What follows belongs to an exercise in optimizing a design on an open flow for small area; a production flow would make more cautious choices.
Only simulation tests tie the RTL to the original design; equivalence was not proved.
No run shown here takes its clock network from TritonCTS; it comes from the design's own scripts or RTL.
No driver is modelled on the clock port, so clock power and skew are understated where the tree is cut down; a real chip needs a root buffer or a tree.
Power and IR drop assume default switching activity.

### flow/flow/run.sh
#!/bin/bash
# The standard layout with these changes:
#  - synthesis maps the logic with an area-only ABC script (flow/abc_area.script:
#    no gate upsizing or buffering, which a 15 ns clock does not need) and leaves
#    the adders to ABC instead of extracting half/full adder cells first;
#    registers, their names and cell types are those of the standard synthesis;
#  - the port buffers are sky130_fd_sc_hd__buf_1 cells;
#  - instead of a clock tree, one clock buffer drives all the registers;
#  - constant nets keep the single tie cell per value that synthesis makes.
set -euo pipefail
cd "$(dirname "$0")/.."
W=$PWD

# synthesis scripts: ORFS's, with the synthesis changes above
rm -rf "$W/own_scripts"
cp -r "$FLOW_HOME/scripts" "$W/own_scripts"
cp "$W/flow/abc_area.script" "$W/own_scripts/abc_area.script"
python3 - "$W/own_scripts/synth.tcl" <<'PY'
import sys
f = sys.argv[1]
s = open(f).read()
old = "if {\n  [env_var_exists_and_non_empty ADDER_MAP_FILE] &&"
assert s.count(old) == 1
s = s.replace(old, "if {\n  0 &&\n  [env_var_exists_and_non_empty ADDER_MAP_FILE] &&")
open(f, "w").write(s)
PY

SCRIPTS_DIR="$W/own_scripts" bash standard.sh synth > "$W/synth.log" 2>&1

# clock: one clock buffer drives every register (the design has 32); the
# clock port drives that buffer alone
python3 - "$W/own_scripts/cts.tcl" "$W/flow/cts_one_buffer.tcl" <<'PY'
import sys
f = sys.argv[1]
s = open(f).read()
old = "log_cmd clock_tree_synthesis {*}$cts_args"
assert s.count(old) == 1
s = s.replace(old, "source {%s}" % sys.argv[2])
open(f, "w").write(s)
PY

export BUFFER_PORTS_ARGS="-buffer_cell sky130_fd_sc_hd__buf_1"
export SKIP_REPAIR_TIE_FANOUT=1
bash standard.sh place > "$W/place.log" 2>&1
SCRIPTS_DIR="$W/own_scripts" bash standard.sh cts > "$W/cts.log" 2>&1
bash standard.sh > "$W/layout.log" 2>&1
### flow/flow/abc_area.script
strash
dc2
dch
amap
topo
### flow/flow/cts_one_buffer.tcl
# Clock distribution for a design with few registers: one clkbuf_16 between
# the clock port and all the clock pins, placed at the registers' centre.
set block [ord::get_db_block]
set clk_net [[$block findBTerm clk] getNet]
set xs 0
set ys 0
set n 0
foreach it [$clk_net getITerms] {
  lassign [[$it getInst] getLocation] x y
  set xs [expr {$xs + $x}]
  set ys [expr {$ys + $y}]
  incr n
}
set dbu [$block getDbUnitsPerMicron]
set cx [expr {double($xs) / $n / $dbu}]
set cy [expr {double($ys) / $n / $dbu}]
puts "clock: $n sinks, buffer at ($cx, $cy)"
insert_buffer -buffer_cell sky130_fd_sc_hd__clkbuf_16 -net [$clk_net getName] \
  -location [list $cx $cy] -buffer_name clkbuf_root -net_name clk_root
set_propagated_clock [all_clocks]
### flow/standard.sh
#!/bin/bash
# synth_recipe.tcl (not shown) runs the flow's synth.tcl, then flattens the netlist and writes it again
# the make line also repeats each setting of config.mk as NAME=value (left out here)
make -C /OpenROAD-flow-scripts/flow DESIGN_CONFIG=/design/flow/config.mk WORK_HOME=/design/flow/orfs CLKGATE_MAP_FILE= SYNTH_SCRIPT=/design/flow/synth_recipe.tcl "${@:-finish}"
### flow/config.mk
export PLATFORM = sky130hd
export DESIGN_NAME = irenc
export DESIGN_NICKNAME = irenc
export VERILOG_FILES = /design/flow/design.v
export SDC_FILE = /design/flow/constraint.sdc
export NUM_CORES = 4
export LEC_CHECK = 0
export ABC_AREA = 1
export CAP_MARGIN = 20
export CORE_MARGIN = 2
export CORE_UTILIZATION = 40
export SLEW_MARGIN = 20
export SYNTH_MEMORY_MAX_BITS = 8192
### flow/constraint.sdc
create_clock -name core_clock -period 15.0 [get_ports {clk}]
set_input_delay 3.0000 -clock core_clock [delete_from_list [all_inputs] [get_ports {clk}]]
set_output_delay 3.0000 -clock core_clock [all_outputs]
set_load 0.01 [all_outputs]
### flow/design.v
module irenc (
    input  wire        clk,
    input  wire        rst,           
    input  wire        cmd_valid,
    output wire        cmd_ready,
    input  wire        cmd_proto,     
    input  wire        cfg_power,
    input  wire [2:0]  cfg_mode,
    input  wire [1:0]  cfg_fan,
    input  wire [7:0]  cfg_temp,
    input  wire        cfg_swing,
    input  wire        cfg_sleep,
    output wire        out_valid,
    input  wire        out_ready,
    output wire [15:0] out_data,
    output wire        out_last,
    output wire [8:0]  frm_count,
    output wire [7:0]  frm_freq
);
    reg  [2:0] phase;
    reg  [7:0] p;         
    reg  [1:0] k;         
    reg        cur;       
    reg  [3:0] c;         
    reg       proto;
    reg       power;
    reg [2:0] mode;
    reg [1:0] fan;
    reg [4:0] temp;
    reg       swing;
    reg       sleep;
    wire idle = ~phase[2] & ~phase[1];
    wire pre  = ~phase[2] & phase[1];
    wire tail = (phase == 3'd7);
    assign cmd_ready = idle;
    always @(posedge clk) begin
        if (idle) begin
            proto <= cmd_proto;
            power <= cfg_power;
            mode  <= cfg_mode;
            fan   <= cfg_fan;
            temp  <= cfg_temp[4:0];
            swing <= cfg_swing;
            sleep <= cfg_sleep;
        end
    end
    reg [2:0] mode_o;
    always @(*) begin
        case (mode)
            3'd0:    mode_o = 3'b001;
            3'd1:    mode_o = 3'b010;
            3'd2:    mode_o = 3'b101;
            3'd3:    mode_o = 3'b100;
            3'd4:    mode_o = 3'b011;
            default: mode_o = 3'b000;
        endcase
    end
    wire [3:0]  temp15 = {temp[3] ^ (temp[2] & temp[1] & temp[0]),
                          temp[2] ^ (temp[1] & temp[0]),
                          temp[1] ^ temp[0],
                          ~temp[0]};
    wire [33:0] code_o = {power, mode_o, fan, 2'b00, swing, 2'b00,
                          temp15, sleep, 16'h0000, 2'b10};
    wire [5:0]  oi     = p[6:1];
    wire [15:0] code_h = code_o[33:18];
    wire        bit_o  = oi[5] ? ~oi[0] : ~oi[4] & code_h[4'd15 - oi[3:0]];
    reg [2:0] mode_g;
    always @(*) begin
        case (mode)
            3'd0:    mode_g = 3'b001;
            3'd1:    mode_g = 3'b100;
            3'd2:    mode_g = 3'b110;
            3'd3:    mode_g = 3'b010;
            default: mode_g = 3'b000;
        endcase
    end
    reg [2:0] fan_g;
    always @(*) begin
        case (fan)
            2'd0:    fan_g = 3'b011;
            2'd1:    fan_g = 3'b010;
            2'd2:    fan_g = 3'b001;
            default: fan_g = 3'b101;
        endcase
    end
    wire       ns   = ~swing;
    wire [7:0] gb1  = {temp[4] ^ ~temp[3], ~temp[3], temp[2:0], ns, ns, ns};
    wire [7:0] gb4  = {fan_g, 5'b00000};
    wire [7:0] gb6  = {mode_g, 2'b00, sleep, 2'b00};
    wire [7:0] gb9  = {2'b00, power, 5'b00000};
    wire [7:0] ga8  = 8'hA8;    
    wire [2:0] gbit = p[3:1];
    wire [3:0] gbyt = p[7:4];
    wire g1 = gb1[gbit];
    wire g4 = gb4[gbit];
    wire g6 = gb6[gbit];
    wire g9 = gb9[gbit];
    wire [2:0] col = {2'b00, ga8[gbit]} + {2'b00, g1} + {2'b00, g4} +
                     {2'b00, g6} + {2'b00, g9} + {1'b0, c[1:0]};
    reg bit_g;
    always @(*) begin
        case (gbyt)
            4'd0:    bit_g = 8'hC3 >> gbit;
            4'd1:    bit_g = g1;
            4'd2:    bit_g = 8'hE0 >> gbit;
            4'd4:    bit_g = g4;
            4'd6:    bit_g = g6;
            4'd9:    bit_g = g9;
            4'd11:   bit_g = 8'h05 >> gbit;
            4'd12:   bit_g = col[0];
            default: bit_g = 1'b0;
        endcase
    end
    wire ck_step = (gbyt == 4'd12) & p[0];
    wire hdr  = p[7] & p[6] & p[5];
    wire lvl  = p[0] ^ (~proto & ~hdr & bit_o);
    wire diff = lvl ^ cur;
    wire wrap = p[6] & p[1] & p[0] &
                (proto ? (p[7] & ~p[5] & p[3] & p[2]) : ~p[7]);
    wire last = tail & p[0];
    reg [1:0] kn;
    always @(*) begin
        if (hdr) begin
            if (p[0])      kn = proto ? 2'd3 : 2'd2;
            else if (tail) kn = proto ? 2'd0 : 2'd3;
            else           kn = 2'd2;
        end else begin
            kn = {1'b0, proto & p[0] & bit_g};
        end
    end
    assign out_valid = ~idle & ~pre & diff;
    wire consume = ~idle & (~diff | pre | out_ready);
    always @(posedge clk) begin
        if (rst) begin
            phase <= 3'd0;
        end else if (idle) begin
            if (cmd_valid) phase <= {cmd_proto, 1'b1, ~cmd_proto};
        end else if (consume) begin
            if (last)      phase <= 3'd0;
            else if (wrap) phase <= phase + 3'd1;
        end
    end
    always @(posedge clk) begin
        if (idle || (consume && pre && wrap)) begin
            p   <= 8'd254;
            k   <= 2'd1;
            cur <= 1'b0;
        end else if (consume) begin
            p   <= wrap ? 8'd254 : p + 8'd1;
            k   <= diff ? kn : k + 2'd1;
            cur <= lvl;
        end
    end
    always @(posedge clk) begin
        if (idle)                       c <= 4'd12;
        else if (pre && diff)           c <= c + 4'd1;
        else if (proto && consume && ck_step) c[1:0] <= col[2:1];
    end
    reg [15:0] dur;
    always @(*) begin
        case ({proto, k})
            3'd0:    dur = 16'd992;
            3'd1:    dur = 16'd1984;
            3'd2:    dur = 16'd2976;
            3'd3:    dur = 16'd3968;
            3'd4:    dur = 16'd560;
            3'd5:    dur = 16'd1680;
            3'd6:    dur = 16'd9000;
            default: dur = 16'd4500;
        endcase
    end
    assign out_data  = dur;
    assign out_last  = last;
    wire [8:0] ocount = 9'd160 + {4'd0, c, 1'b0} + {5'd0, c};    
    assign frm_count = proto ? 9'd211 : ocount;
    assign frm_freq  = proto ? 8'd38 : 8'd33;
endmodule
==> results of run 1 <==
[logic make-up (layout without fill, tap and decap cells)]
logic type             after synthesis  count (layout)
other                                2               2
AOI/OAI and AO/OA                   78              78
and+or+nand+nor                    117             117
buffers and inverters               55              84
DFF                                 32              32
[power by group through the flow]
stage          combinational [mW]  sequential, mW  clock (mW)
2_1_floorplan              0.0968           0.121           0
3_3_place_gp                0.122           0.125           0
3_5_place_dp                0.123           0.125           0
4_1_cts                     0.123           0.123      0.0367
5_1_grt                     0.142           0.126      0.0401
6_report                    0.122           0.123      0.0353
[sequential cells by signal (all words and copies together) (netlist names)]
name and flops:
sleep 1, proto 1, c 4, mode 3
fan 2, cur 1, power 1, temp 5
swing 1, k 2, phase 3, p 8
[worst paths after layout]
check	end	slack (ns)
worst min-delay path	phase[0]$_SDFFE_PP0P_	0.49
worst max-delay path	out_valid	8.68
worst min register to register	phase[0]$_SDFFE_PP0P_	0.49
worst max register to register	p[7]$_SDFFE_PP1P_	10.11
[placed cells by master (no fill, tap or decap), types with 2 or more instances in the layout]
cell type,Yosys,layout
o32ai_1,2,2
a221oi_1,2,2
clkinv_1,40,40
nand3_1,4,4
o221ai_1,4,4
nor3_1,10,10
nor4_1,2,2
a22oi_1,2,2
a311oi_1,2,2
o21ai_0,18,18
a211oi_1,8,8
edfxtp_1,14,14
buf_1,0,42
or2_0,2,2
o22ai_1,2,2
a21oi_1,21,21
nor2_1,70,70
a31oi_1,7,7
conb_1,2,2
nand2_1,25,25
dfxtp_1,18,18
[worst register-to-register path, cell delays in order (launching register included)]
cell,delay [ns]
dfxtp_1,0.55
clkinv_1,0.33
nor2_1,0.33
nand2_1,0.12
o32a_1,0.17
o41ai_1,0.07
nand3_1,0.12
nand2_1,0.08
a41oi_1,0.05
nor4_1,0.33
nor2_1,0.08
nor2b_1,0.22
nor2_1,0.06
a21oi_1,0.43
nor3_1,0.17
nor2_1,0.38
clkinv_1,0.21
nor2_1,0.23
nand2_1,0.13
nor2_1,0.19
nand2_1,0.10
nor2_1,0.17
nand2_1,0.10
clkinv_1,0.06
o221ai_1,0.10
[cell type report, clock buffers not listed]
type                            count  area, um2  share of cell area [%]
Sequential cell                    32      780.7                   35.66
Tap cell                           67      83.83                   3.829
Timing Repair Buffer               43      165.2                   7.543
Inverter                           40      150.1                   6.857
Multi-Input combinational cell    197      984.7                   44.97
[stage by stage]
stage          total power, mW  instance area [um2]  setup WS, ns
2_1_floorplan           0.2181                 2028         9.634
3_3_place_gp            0.2473                 2165         8.940
3_5_place_dp            0.2482                 2165         8.930
4_1_cts                 0.2832                 2190         8.689
5_1_grt                 0.3086                 2190         8.274
6_report                0.2811                 2190         8.679
[synthesized netlist by cell type, types with 2 or more instances]
cell and count:
o221ai_1 4, o32ai_1 2, o22ai_1 2, conb_1 2, a211oi_1 8, nor2_1 70
a21oi_1 21, o21ai_0 18, nor3_1 10, nor4_1 2, clkinv_1 40, edfxtp_1 14
a221oi_1 2, a22oi_1 2, a31oi_1 7, a311oi_1 2, nand2_1 25, nand3_1 4
dfxtp_1 18, or2_0 2, buf_4 15
[metal layers]
metal	wire length [um]	track usage, %
met1	2238	24.61
met2	2061	27.00
met3	166	0.4016
met4	48	1.754
met5	0	0
==> impl_metrics.py, run 1 <==
metrics = {
    "worst_setup_path": {
        "cp-end-kind": "output port",
        "cp.depth": 15,
        "path_common_cell": "nor2_1",
        "cp_max_fo": 10,
        "cp.required_ns": 12.00,
        "cp.buffers_inverters": 2,
        "crit_family": "simple AND/OR/NAND/NOR gates",
        "worstPathCellList": "clkinv_1 -> nor2_1 -> nand2_1 -> o32a_1 -> o41ai_1 -> nand3_1 -> nand2_1 -> a41oi_1 -> nor4_1 -> nor2_1 -> nor2b_1 -> nor2_1 -> a21oi_1 -> nor2_1 -> buf_1",
        "r2r_cells": 24,
        "startpoint": "p[1]$_SDFFE_PP1P_",
        "cp.arrival_ns": 3.32,
        "r2r-start": "p[1]$_SDFFE_PP1P_",
        "cpMaxStageDelayCell": "dfxtp_1",
        "slowest_delay_ns": 0.55,
        "start_kind": "flip-flop",
        "worst-setup-path-type": "reg -> out",
    },
    "routing": {
        "drcViolationCount": 0,
        "vias_per_cell": 5.111,
        "drtAntennaViolNets": 0,
        "num_vias": 1942,
        "routed_wl_mm": 4.513,
        "dr.pass1.iters": 4,
        "drt_iter0_markers": 158,
        "wire_per_inst_um": 11.88,
    },
    "timing": {
        "finalMaxSlewViolations": 0,
        "final.setup_skew_ns": 0.005052,
        "fin_setup_tns_ns": 0,
        "whs_ns": 0.4932,
        "rsz0062_at_grt": "false",
        "fmax_mhz": 158.2,
        "finalCritPeriodShare_pct": 42.14,
        "setup_violations": 0,
        "tightestPinTransition_ns": 0.6728,
        "final-hold-violation-count": 0,
        "relSlewSlack_pct": 54.80,
        "period_minus_slack_ns": 6.322,
    },
    "floorplanning": {
        "die_w_um": 75.21,
        "coreArea_mm2": 0.004817,
        "fp-row-count": 25,
        "start_util_pct": 42.10,
        "fp.dieH_um": 75.21,
        "ios": 57,
        "die_area_mm2": 0.005656,
    },
    "run": {
        "maxCapViolCount": 0,
    },
    "cells_and_area": {
        "n_fill_cell": 531,
        "fin_util_pct": 45.45,
        "drive_gt1_share_pct": 0.6390,
        "stdcell_count": 380,
        "nets": 336,
        "n_antenna_cell": 0,
        "syn_to_final_growth_pct": 7.958,
    },
    "grt": {
        "antenna_found_initial": 0,
        "grt_overflow": 0,
        "grt_usage_pct": 16.27,
        "grt_max_degree": 33,
        "grt_pass1_wl_mm": 7.458,
        "grt_pass1_vias": 1681,
    },
    "power_and_ir_drop": {
        "seq_power_share_pct": 43.9,
        "power.switching_mw": 0.1201,
        "p_int_mw": 0.1610,
        "cellPowerDensity_mw_per_mm2": 128.4,
        "power_leakage_nw": 0.7336,
        "switching_share_pct": 42.71,
        "pwr-share-comb_pct": 43.6,
        "p_clk_share_pct": 12.6,
        "vdd_drop_max_mv": 0.04992,
    },
    "logic_synthesis": {
        "netlist_instances": 284,
        "async_reset_ff_share_pct": 0,
        "synth_top_family_by_area": "compound AO/OA/AOI/OAI gates",
        "yosysWarnings": 1,
        "synth-edff-count": 14,
        "ys_top_cells_by_area": "edfxtp_1, dfxtp_1, nor2_1, clkinv_1, buf_4",
        "yosys.area_share.simple_pct": 23.50,
        "synth_mux_area_share_pct": 0,
        "synth.top_cell.area_share_pct": 20.73,
        "synth-main-ff-cell": "dfxtp_1",
        "yosys.cell_types.count": 35,
        "syn_area_mm2": 0.002028,
        "synth_compound_area_share_pct": 24.68,
        "synth_top_area_cell": "edfxtp_1",
        "synth.avg_cell_area_um2": 7.142,
        "yosysSeqAreaShare_pct": 38.49,
        "synth_fa_ha_area_share_pct": 0,
        "synth-xor-area-share_pct": 0,
        "ys_ff_latch": 32,
    },
    "placed_design": {
        "gp_congestion": 0.8298,
        "io_buffers": 42,
        "dp.cells": 379,
        "hpwl_mm": 3.526,
    },
    "worst_hold_path": {
        "whs_path_depth": 2,
        "hold_start": "phase[0]$_SDFFE_PP0P_",
        "min_path_type": "reg -> reg",
    },
    "cts": {
        "cts_resized": 0,
        "post_cts_buffers": 0,
        "clkLatencyLatePin_ns": 0.18,
        "clkTransAtPathRegs_ns": 0.12,
        "cts_hold_buffers": 0,
    },
    "outcome": {
        "status": "timing/DRC/antenna clean",
    },
}
==> run 2: changes to the inputs <==
--- a/flow/flow/run.sh
+++ b/flow/flow/run.sh
@@ -8,3 +8,5 @@
 #  - instead of a clock tree, one clock buffer drives all the registers;
-#  - constant nets keep the single tie cell per value that synthesis makes.
+#  - constant nets keep the single tie cell per value that synthesis makes;
+#  - the buffers synthesis puts on output nets are removed at floorplan, and
+#    placement is not timing driven (GPL_TIMING_DRIVEN 0, in config.mk).
 set -euo pipefail
@@ -43,2 +45,3 @@
 export SKIP_REPAIR_TIE_FANOUT=1
+export REMOVE_ABC_BUFFERS=1
 bash standard.sh place > "$W/place.log" 2>&1
--- a/flow/config.mk
+++ b/flow/config.mk
@@ -11,2 +11,3 @@
 export CORE_UTILIZATION = 40
+export GPL_TIMING_DRIVEN = 0
 export SLEW_MARGIN = 20
==> run 2 against run 1 <==
  * Still clean on timing, DRC and antenna
  * Routed wire length up 1.2%
  * Die area is the same
  * Sequential cell count stayed put
  * First-iteration DRC count shrank 7.0%
  * Via count up 1.1%
  * Clock skew up 0.0050 ns
  * Area after synthesis unchanged
  * Utilization up 0.13 points
  * Sequential share of layout area fell by 0.10 points
  * Power up 0.54%
  * Critical path depth grew 1
  * Global-route usage grew 1.1 points
  * Highest routed layer unchanged
==> impl_metrics.py, run 2 <==
metrics = {
    "outcome": {
        "status": "timing/DRC/antenna clean",
    },
    "cells_and_area": {
        "most-common-layout-cells": "nor2_1, buf_1, clkinv_1",
        "design_area_mm2": 0.002196,
        "nets": 336,
        "largest_reg_flops": 8,
        "largestRegisters": "p x8, temp x5, c x4",
        "fin_util_pct": 45.58,
        "regMostFlops": "p",
        "n_antenna_cell": 0,
        "drive_gt1_share_pct": 0.9585,
        "layout_commonest_cell": "nor2_1",
        "syn_to_final_growth_pct": 8.267,
        "n_fill_cell": 524,
    },
    "logic_synthesis": {
        "yosysSeqAreaShare_pct": 38.49,
        "synth-main-ff-cell": "dfxtp_1",
        "ys_top_cells_by_count": "nor2_1, clkinv_1, nand2_1, a21oi_1",
        "synth_top_area_cell": "edfxtp_1",
        "netlist_instances": 284,
        "synthMostInstantiatedCell": "nor2_1",
        "syn_area_mm2": 0.002028,
        "ys_top_cells_by_area": "edfxtp_1, dfxtp_1, nor2_1, clkinv_1, buf_4",
        "synth.avg_cell_area_um2": 7.142,
        "async_reset_ff_share_pct": 0,
        "yosys.cell_types.count": 35,
        "yosysWarnings": 1,
        "synth.top_cell.area_share_pct": 20.73,
        "synth-edff-count": 14,
        "ys_ff_latch": 32,
    },
    "floorplanning": {
        "fp-row-count": 25,
        "die_area_mm2": 0.005656,
        "coreArea_mm2": 0.004817,
        "fp.dieH_um": 75.21,
        "start_util_pct": 42.10,
        "die_w_um": 75.21,
        "ios": 57,
    },
    "timing": {
        "rsz0062_at_grt": "false",
        "final-hold-violation-count": 0,
        "period_minus_slack_ns": 6.340,
        "fmax_mhz": 157.7,
        "final.setup_skew_ns": 0.01009,
        "finalMaxSlewViolations": 0,
        "setup_violations": 0,
        "relSlewSlack_pct": 55.32,
        "finalCritPeriodShare_pct": 42.27,
        "tightestPinTransition_ns": 0.6651,
        "fin_setup_tns_ns": 0,
    },
    "power_and_ir_drop": {
        "p_int_mw": 0.1617,
        "pwr-share-comb_pct": 43.8,
        "seq_power_share_pct": 43.7,
        "vdd_drop_max_mv": 0.04861,
        "power_mw": 0.2826,
        "p_clk_share_pct": 12.5,
        "switching_share_pct": 42.79,
        "power.switching_mw": 0.1209,
        "cellPowerDensity_mw_per_mm2": 128.7,
        "power_leakage_nw": 0.7355,
    },
    "worst_setup_path": {
        "cp.arrival_ns": 3.34,
        "start_kind": "flip-flop",
        "cp_max_fo": 10,
        "worst-setup-path-type": "reg -> out",
        "cp.required_ns": 12.00,
        "cp-end-kind": "output port",
    },
    "placed_design": {
        "hpwl_mm": 3.596,
        "gp_congestion": 0.8473,
        "io_buffers": 42,
        "dpl_cell_area_mm2": 0.002171,
    },
    "grt": {
        "grt_max_degree": 33,
        "grt_pass1_wl_mm": 7.900,
        "antenna_found_initial": 0,
        "grt_usage_pct": 17.37,
        "grt_pass1_vias": 1771,
        "grt_overflow": 0,
    },
    "run": {
        "maxCapViolCount": 0,
    },
    "worst_hold_path": {
        "min_path_type": "reg -> reg",
    },
    "routing": {
        "vias_per_cell": 5.166,
        "num_vias": 1963,
        "dr.pass1.iters": 4,
        "routed_wl_mm": 4.567,
        "drtAntennaViolNets": 0,
        "drcViolationCount": 0,
        "drt_iter0_markers": 147,
        "wire_per_inst_um": 12.02,
    },
    "cts": {
        "cts_resized": 0,
        "clkLatencyLatePin_ns": 0.18,
        "post_cts_buffers": 0,
        "cts_hold_buffers": 0,
        "clkTransAtPathRegs_ns": 0.12,
    },
}
-- run 2: power groups by stage --
stage / combinational (mW) / clock, mW / sequential (mW)
floorplan: 0.0915 / 0 / 0.122
global placement: 0.121 / 0 / 0.126
detailed placement: 0.124 / 0 / 0.126
CTS: 0.124 / 0.0375 / 0.124
global route: 0.146 / 0.0403 / 0.126
finish: 0.124 / 0.0354 / 0.124
-- run 2: cell type report, clock buffers not listed --
type / instances / area, um2 / area share (%)
Multi-Input combinational cell: 197 / 987.2 / 44.96
Inverter: 40 / 150.1 / 6.838
Tap cell: 67 / 83.83 / 3.818
Sequential cell: 32 / 780.7 / 35.56
Timing Repair Buffer: 43 / 168.9 / 7.692
-- run 2: kinds of logic (layout without fill, tap and decap cells) --
group / Yosys count / in the layout / synth area share [%]
AND/OR/NAND/NOR: 117 / 117 / 23.50
AO/OA/AOI/OAI: 78 / 78 / 24.68
buffers and inverters: 55 / 84 / 12.95
flip-flops: 32 / 32 / 38.49
other: 2 / 2 / 0.3703
-- run 2: through the flow --
stage	hold WS [ns]	instances	setup slack, ns
detailed placement	0.4819	379	8.916
CTS	0.5028	380	8.659
floorplan	0.4501	269	9.634
global route	0.5285	380	8.166
finish	0.5051	380	8.660
global placement	0.4781	378	8.962
-- run 2: final timing paths --
check,depth (start not counted),endpoint,slack (ns),startpoint
max,16,out_valid,8.66,p[1]$_SDFFE_PP1P_
min,2,phase[0]$_SDFFE_PP0P_,0.51,phase[0]$_SDFFE_PP0P_
max reg2reg,25,p[7]$_SDFFE_PP1P_,10.12,p[1]$_SDFFE_PP1P_
min reg2reg,2,phase[0]$_SDFFE_PP0P_,0.51,phase[0]$_SDFFE_PP0P_
-- run 2: layer usage --
layer | vias to the layer above | part of all wire, % | global-route usage, %
met1 | 886 | 50 | 26.25
met2 | 27 | 45 | 28.85
met3 | 4 | 4.1 | 0.5355
met4 | 0 | 1.2 | 1.754
met5 | - | 0 | 0
li1 | 1046 | - | -
-- run 2: worst max-delay path, stage by stage, from the launching register on --
cell	delay, ns
dfxtp_1	0.56
clkinv_1	0.33
nor2_1	0.17
a21oi_1	0.05
nor2_1	0.10
nor2_1	0.05
o41ai_1	0.36
nand3_1	0.12
nand2_1	0.08
a41oi_1	0.05
nor4_1	0.28
nor2_1	0.07
nor2b_1	0.22
nor2_1	0.06
a21oi_1	0.41
nor2_1	0.08
buf_1	0.14
==> run 3: changes to the inputs <==
--- a/flow/design.v
+++ b/flow/design.v
@@ -21,6 +21,4 @@
     reg  [7:0] p;         
-    reg  [1:0] k;         
-    reg        cur;       
+    reg        pb;        
     reg  [3:0] c;         
-    reg       proto;
     reg       power;
@@ -31,5 +29,6 @@
     reg       sleep;
-    wire idle = ~phase[2] & ~phase[1];
-    wire pre  = ~phase[2] & phase[1];
-    wire tail = (phase == 3'd7);
+    wire idle  = (phase == 3'd0);
+    wire pre   = (phase == 3'd1);
+    wire tail  = phase[2] & phase[0];
+    wire proto = phase[2] & phase[1];
     assign cmd_ready = idle;
@@ -37,3 +36,2 @@
         if (idle) begin
-            proto <= cmd_proto;
             power <= cfg_power;
@@ -63,5 +61,7 @@
                           temp15, sleep, 16'h0000, 2'b10};
-    wire [5:0]  oi     = p[6:1];
-    wire [15:0] code_h = code_o[33:18];
-    wire        bit_o  = oi[5] ? ~oi[0] : ~oi[4] & code_h[4'd15 - oi[3:0]];
+    wire [6:0]  g      = p[7:1];
+    wire [15:0] code_m = code_o[32:17];
+    wire        ob     = g[6] ? power :
+                         g[5] ? 1'b0 :
+                         g[4] ? (g[3:0] == 4'd15) : code_m[4'd15 - g[3:0]];
     reg [2:0] mode_g;
@@ -98,3 +98,3 @@
     wire [2:0] col = {2'b00, ga8[gbit]} + {2'b00, g1} + {2'b00, g4} +
-                     {2'b00, g6} + {2'b00, g9} + {1'b0, c[1:0]};
+                     {2'b00, g6} + {2'b00, g9} + {1'b0, ~c[1:0]};
     reg bit_g;
@@ -114,20 +114,14 @@
     wire ck_step = (gbyt == 4'd12) & p[0];
-    wire hdr  = p[7] & p[6] & p[5];
-    wire lvl  = p[0] ^ (~proto & ~hdr & bit_o);
-    wire diff = lvl ^ cur;
-    wire wrap = p[6] & p[1] & p[0] &
-                (proto ? (p[7] & ~p[5] & p[3] & p[2]) : ~p[7]);
-    wire last = tail & p[0];
-    reg [1:0] kn;
-    always @(*) begin
-        if (hdr) begin
-            if (p[0])      kn = proto ? 2'd3 : 2'd2;
-            else if (tail) kn = proto ? 2'd0 : 2'd3;
-            else           kn = 2'd2;
-        end else begin
-            kn = {1'b0, proto & p[0] & bit_g};
-        end
-    end
-    assign out_valid = ~idle & ~pre & diff;
-    wire consume = ~idle & (~diff | pre | out_ready);
+    wire sub   = p[0];
+    wire hdr   = p[7] & p[6] & p[5];
+    wire hdr_m = hdr & ~p[1];
+    wire hdr_s = hdr & p[1];
+    wire g33   = ~proto & ~p[7] & p[6] & p[1];
+    wire merge = hdr_s ? ob : ob ^ pb;         
+    wire single = hdr_m | g33 | (proto ? hdr_s : merge);
+    wire wrap  = proto ? (p[7] & p[6] & ~p[5] & p[3] & p[2] & p[1] & sub) : g33;
+    wire last  = tail;
+    wire adv   = sub | single;                 
+    assign out_valid = ~idle & ~pre;
+    wire consume = ~idle & (pre | out_ready);
     always @(posedge clk) begin
@@ -136,3 +130,3 @@
         end else if (idle) begin
-            if (cmd_valid) phase <= {cmd_proto, 1'b1, ~cmd_proto};
+            if (cmd_valid) phase <= {cmd_proto, cmd_proto, ~cmd_proto};
         end else if (consume) begin
@@ -143,10 +137,9 @@
     always @(posedge clk) begin
-        if (idle || (consume && pre && wrap)) begin
-            p   <= 8'd254;
-            k   <= 2'd1;
-            cur <= 1'b0;
+        if (idle) begin
+            p <= 8'd252;
         end else if (consume) begin
-            p   <= wrap ? 8'd254 : p + 8'd1;
-            k   <= diff ? kn : k + 2'd1;
-            cur <= lvl;
+            if (wrap)     p <= 8'd252;
+            else if (adv) p <= {g + 7'd1, 1'b0};
+            else          p <= {g, 1'b1};
+            if (adv) pb <= ob;
         end
@@ -154,5 +147,12 @@
     always @(posedge clk) begin
-        if (idle)                       c <= 4'd12;
-        else if (pre && diff)           c <= c + 4'd1;
-        else if (proto && consume && ck_step) c[1:0] <= col[2:1];
+        if (idle)                       c <= 4'd11;
+        else if (pre)                   c <= c + 4'd1;
+        else if (proto && consume && ck_step) c[1:0] <= ~col[2:1];
+    end
+    reg [1:0] ou;
+    always @(*) begin
+        if (tail)       ou = 2'd3;
+        else if (hdr_m) ou = 2'd2;
+        else if (hdr_s) ou = sub ? 2'd0 : {1'b1, ob};
+        else            ou = {1'b0, ~sub & ~g33 & merge};
     end
@@ -160,12 +160,15 @@
     always @(*) begin
-        case ({proto, k})
-            3'd0:    dur = 16'd992;
-            3'd1:    dur = 16'd1984;
-            3'd2:    dur = 16'd2976;
-            3'd3:    dur = 16'd3968;
-            3'd4:    dur = 16'd560;
-            3'd5:    dur = 16'd1680;
-            3'd6:    dur = 16'd9000;
-            default: dur = 16'd4500;
-        endcase
+        if (proto) begin
+            if (tail)       dur = 16'd560;
+            else if (hdr_m) dur = 16'd9000;
+            else if (hdr_s) dur = 16'd4500;
+            else            dur = (sub & bit_g) ? 16'd1680 : 16'd560;
+        end else begin
+            case (ou)
+                2'd0:    dur = 16'd992;
+                2'd1:    dur = 16'd1984;
+                2'd2:    dur = 16'd2976;
+                default: dur = 16'd3968;
+            endcase
+        end
     end
--- a/flow/flow/run.sh
+++ b/flow/flow/run.sh
@@ -8,5 +8,3 @@
 #  - instead of a clock tree, one clock buffer drives all the registers;
-#  - constant nets keep the single tie cell per value that synthesis makes;
-#  - the buffers synthesis puts on output nets are removed at floorplan, and
-#    placement is not timing driven (GPL_TIMING_DRIVEN 0, in config.mk).
+#  - constant nets keep the single tie cell per value that synthesis makes.
 set -euo pipefail
@@ -45,3 +43,2 @@
 export SKIP_REPAIR_TIE_FANOUT=1
-export REMOVE_ABC_BUFFERS=1
 bash standard.sh place > "$W/place.log" 2>&1
--- a/flow/config.mk
+++ b/flow/config.mk
@@ -11,3 +11,2 @@
 export CORE_UTILIZATION = 40
-export GPL_TIMING_DRIVEN = 0
 export SLEW_MARGIN = 20
==> run 3 against run 2 <==
  * Synthesized cell count is 5.6% lower
  * Worst hold slack gained 0.016 ns
  * Critical path depth increased by 3
  * Combinational power up 110%
  * Sequential power grew about 20%
  * Area after synthesis shrank 3.9%
  * Maximum frequency is 11% lower
  * Utilization decreased by 0.68 points
  * Clock skew down 0.0078 ns
  * First-iteration DRC count decreased by 13%
  * Via count decreased by 2.5%
  * Highest routed layer unchanged
  * Die area shrank 3.7%
==> impl_metrics.py, run 3 <==
metrics = {
    "logic_synthesis": {
        "synth-edff-count": 14,
        "yosysWarnings": 1,
        "yosys.cell_types.count": 35,
        "synthMostInstantiatedCell": "nor2_1",
        "synth-main-ff-cell": "dfxtp_1",
        "ys_top_cells_by_area": "edfxtp_1, dfxtp_1, nor2_1, clkinv_1, o21ai_0",
        "yosysSeqAreaShare_pct": 36.97,
        "synth_fa_ha_area_share_pct": 0,
        "ys_ff_latch": 29,
        "ys_top_cells_by_count": "nor2_1, clkinv_1, nand2_1, o21ai_0, a21oi_1",
        "synth_mux_area_share_pct": 0,
        "yosys.area_share.simple_pct": 23.36,
        "syn_area_mm2": 0.001949,
        "synth_top_area_cell": "edfxtp_1",
        "synth.top_cell.area_share_pct": 21.57,
        "synth_compound_area_share_pct": 26.96,
        "synth_top_family_by_area": "compound AO/OA/AOI/OAI gates",
        "synth.avg_cell_area_um2": 7.274,
        "synth-xor-area-share_pct": 0,
        "async_reset_ff_share_pct": 0,
        "netlist_instances": 268,
    },
    "cells_and_area": {
        "largest_reg_flops": 8,
        "stdcell_count": 365,
        "multi_input_area_um2": 991.0,
        "regMostFlops": "p",
        "layout_commonest_cell": "nor2_1",
        "most-common-layout-cells": "nor2_1, buf_1, clkinv_1",
        "n_fill_cell": 510,
        "syn_to_final_growth_pct": 8.793,
        "nets": 321,
        "drive_gt1_share_pct": 1.342,
        "largestRegisters": "p x8, temp x5, c x4",
        "regArea_um2": 720.7,
        "n_antenna_cell": 0,
    },
    "routing": {
        "vias_per_cell": 5.244,
        "num_vias": 1914,
        "drcViolationCount": 0,
        "routed_wl_mm": 4.510,
        "wire_per_inst_um": 12.36,
        "dr.pass1.iters": 4,
        "drtAntennaViolNets": 0,
        "drt_iter0_markers": 128,
    },
    "worst_setup_path": {
        "cpMaxStageDelayCell": "dfxtp_1",
        "r2r_end": "p[7]$_SDFFE_PP1P_",
        "cp-endpoint": "out_data[5]",
        "slowest_delay_ns": 0.72,
        "r2r-start": "p[1]$_SDFFE_PP0P_",
        "worstPathCellList": "clkinv_1 -> or2_0 -> a311oi_1 -> a31o_1 -> nor2_1 -> a21oi_1 -> nand2_1 -> o21a_1 -> o21ai_0 -> nand2_1 -> o21ai_0 -> nor2_1 -> a211oi_1 -> nor3_1 -> nor4_1 -> nor2_1 -> nor2_1 -> nor2_1 -> buf_1",
        "start_kind": "flip-flop",
        "path_common_cell": "nor2_1",
        "r2r_slack_ns": 10.84,
        "cp.arrival_ns": 4.16,
        "startpoint": "p[1]$_SDFFE_PP0P_",
        "cp.required_ns": 12.00,
        "r2r_cells": 15,
        "worst-setup-path-type": "reg -> out",
        "cp-end-kind": "output port",
        "cp_max_fo": 16,
    },
    "outcome": {
        "status": "timing/DRC/antenna clean",
    },
    "cts": {
        "cts_hold_buffers": 0,
        "post_cts_buffers": 0,
        "clkTransAtPathRegs_ns": 0.12,
        "clkLatencyLatePin_ns": 0.17,
        "cts_resized": 0,
    },
    "floorplanning": {
        "coreArea_mm2": 0.004723,
        "start_util_pct": 41.27,
        "die_w_um": 73.81,
        "die_area_mm2": 0.005448,
        "ios": 57,
        "fp.dieH_um": 73.81,
        "fp-row-count": 25,
    },
    "power_and_ir_drop": {
        "cellPowerDensity_mw_per_mm2": 211.2,
        "vdd_drop_max_mv": 0.1555,
        "power_leakage_nw": 0.6993,
    },
    "timing": {
        "finalCritPeriodShare_pct": 47.71,
        "rsz0062_at_grt": "false",
        "final-hold-violation-count": 0,
        "relSlewSlack_pct": 59.86,
        "tightestPinTransition_ns": 0.6013,
        "finalMaxSlewViolations": 0,
        "fin_setup_tns_ns": 0,
        "setup_violations": 0,
        "period_minus_slack_ns": 7.157,
        "final.setup_skew_ns": 0.002263,
        "fmax_mhz": 139.7,
    },
    "grt": {
        "grt_pass1_wl_mm": 7.838,
        "grt_max_degree": 30,
        "grt_usage_pct": 17.47,
        "grt_overflow": 0,
        "grt_pass1_vias": 1749,
        "antenna_found_initial": 0,
    },
    "placed_design": {
        "gp_congestion": 0.8445,
        "dp.cells": 364,
        "hpwl_mm": 3.444,
        "io_buffers": 42,
    },
    "worst_hold_path": {
        "min_path_type": "reg -> reg",
    },
    "run": {
        "maxCapViolCount": 0,
    },
}
-- run 3: changes by cell type in the layout (fill, tap and decap cells not counted), sizes merged, moves of 5 or more --
cell    delta
nor2      -19
a221oi     +5
o21ai      +7
a31oi      -6
clkinv     -6
o21a       +5
-- run 3: area by class of cell, clock buffers not listed --
cell class / count / area share (%)
multi-input combinational: 190 / 46.73
inverter: 34 / 6.018
sequential: 29 / 33.98
tap: 67 / 3.953
timing repair buffer: 44 / 8.142
-- run 3: per-layer routing --
metal / vias to the layer above / GRT usage (%) / routed length (um)
met5: - / 0 / 0
met4: 0 / 2.424 / 64
met3: 4 / 0.6859 / 206
met2: 39 / 28.47 / 2065
met1: 867 / 26.20 / 2174
li1: 1004 / - / -
-- run 3: worst max-delay path, delay by kind of cell (launching register included) --
kind	cells	cell delay, ns
DFF	1	0.72
buffers and inverters	2	0.61
and+or+nand+nor	10	1.28
AOI/OAI and AO/OA	7	1.38
-- run 3: power breakdown --
part	internal, mW	switching [mW]	leakage, nW	total (mW)
logic	0.0914	0.174	0.426	0.265
clock network	0.0125	0.0215	0.0123	0.0339
registers	0.121	0.0280	0.261	0.149
-- run 3: kinds of logic after synthesis --
kind of cell           after synthesis
and+or+nand+nor                    106
AOI/OAI and AO/OA                   82
buffers and inverters               49
DFF                                 29
other                                2
-- run 3: per-stage QoR --
stage	setup WS, ns	total power, mW	utilization [%]	area, um2	hold slack (ns)
2_1_floorplan	8.842	0.3446	-	1949	0.4691
3_3_place_gp	8.069	0.4147	44.37	2096	0.4897
3_5_place_dp	8.075	0.4162	44.37	2096	0.5061
4_1_cts	7.819	0.4514	44.90	2121	0.5192
5_1_grt	7.527	0.4980	44.90	2121	0.5696
6_report	7.843	0.4480	44.90	2121	0.5216
-- run 3: worst min-delay path by stage --
stage,cells past startpoint,slack (ns),endpoint,from
finish,2,0.52,c[2]$_SDFFE_PP0P_,c[2]$_SDFFE_PP0P_
detailed placement,2,0.51,c[2]$_SDFFE_PP0P_,c[2]$_SDFFE_PP0P_
global route,2,0.57,c[3]$_SDFFE_PP1P_,c[3]$_SDFFE_PP1P_
global placement,2,0.49,c[2]$_SDFFE_PP0P_,c[2]$_SDFFE_PP0P_
floorplan,2,0.47,c[2]$_SDFFE_PP0P_,c[2]$_SDFFE_PP0P_
CTS,2,0.52,c[2]$_SDFFE_PP0P_,c[2]$_SDFFE_PP0P_

==> what the ideal ports hide <==
Ports are ideal in the flow. The routed layouts listed here were re-timed in OpenROAD. Step 1 assumes that a clkbuf_16 drives the clock port and a buf_2 every other input. Step 2, shift: input delay + t, output delay - t, t = (earliest + latest rising clock arrival at the registers) / 2. This alone moves slack from input paths to output paths. a / b / c = ideal ports / drivers / drivers and shift; a / b = the first two.
run | shift t [ns] | setup WS [ns] | slew at the worst register clock pin (ns) | worst data-port slew with drivers (ns) | cell pins on the clock port's net
run 1 | 0.209 | 8.679 / 8.647 / 8.857 | 0.12 / 0.12 | 0.03 | 1
run 2 | 0.208 | 8.660 / 8.629 / 8.836 | 0.12 / 0.12 | 0.03 | 1
run 3 | 0.204 | 7.843 / 7.811 / 8.015 | 0.12 / 0.12 | 0.03 | 1
After both steps every run listed still meets setup and hold.
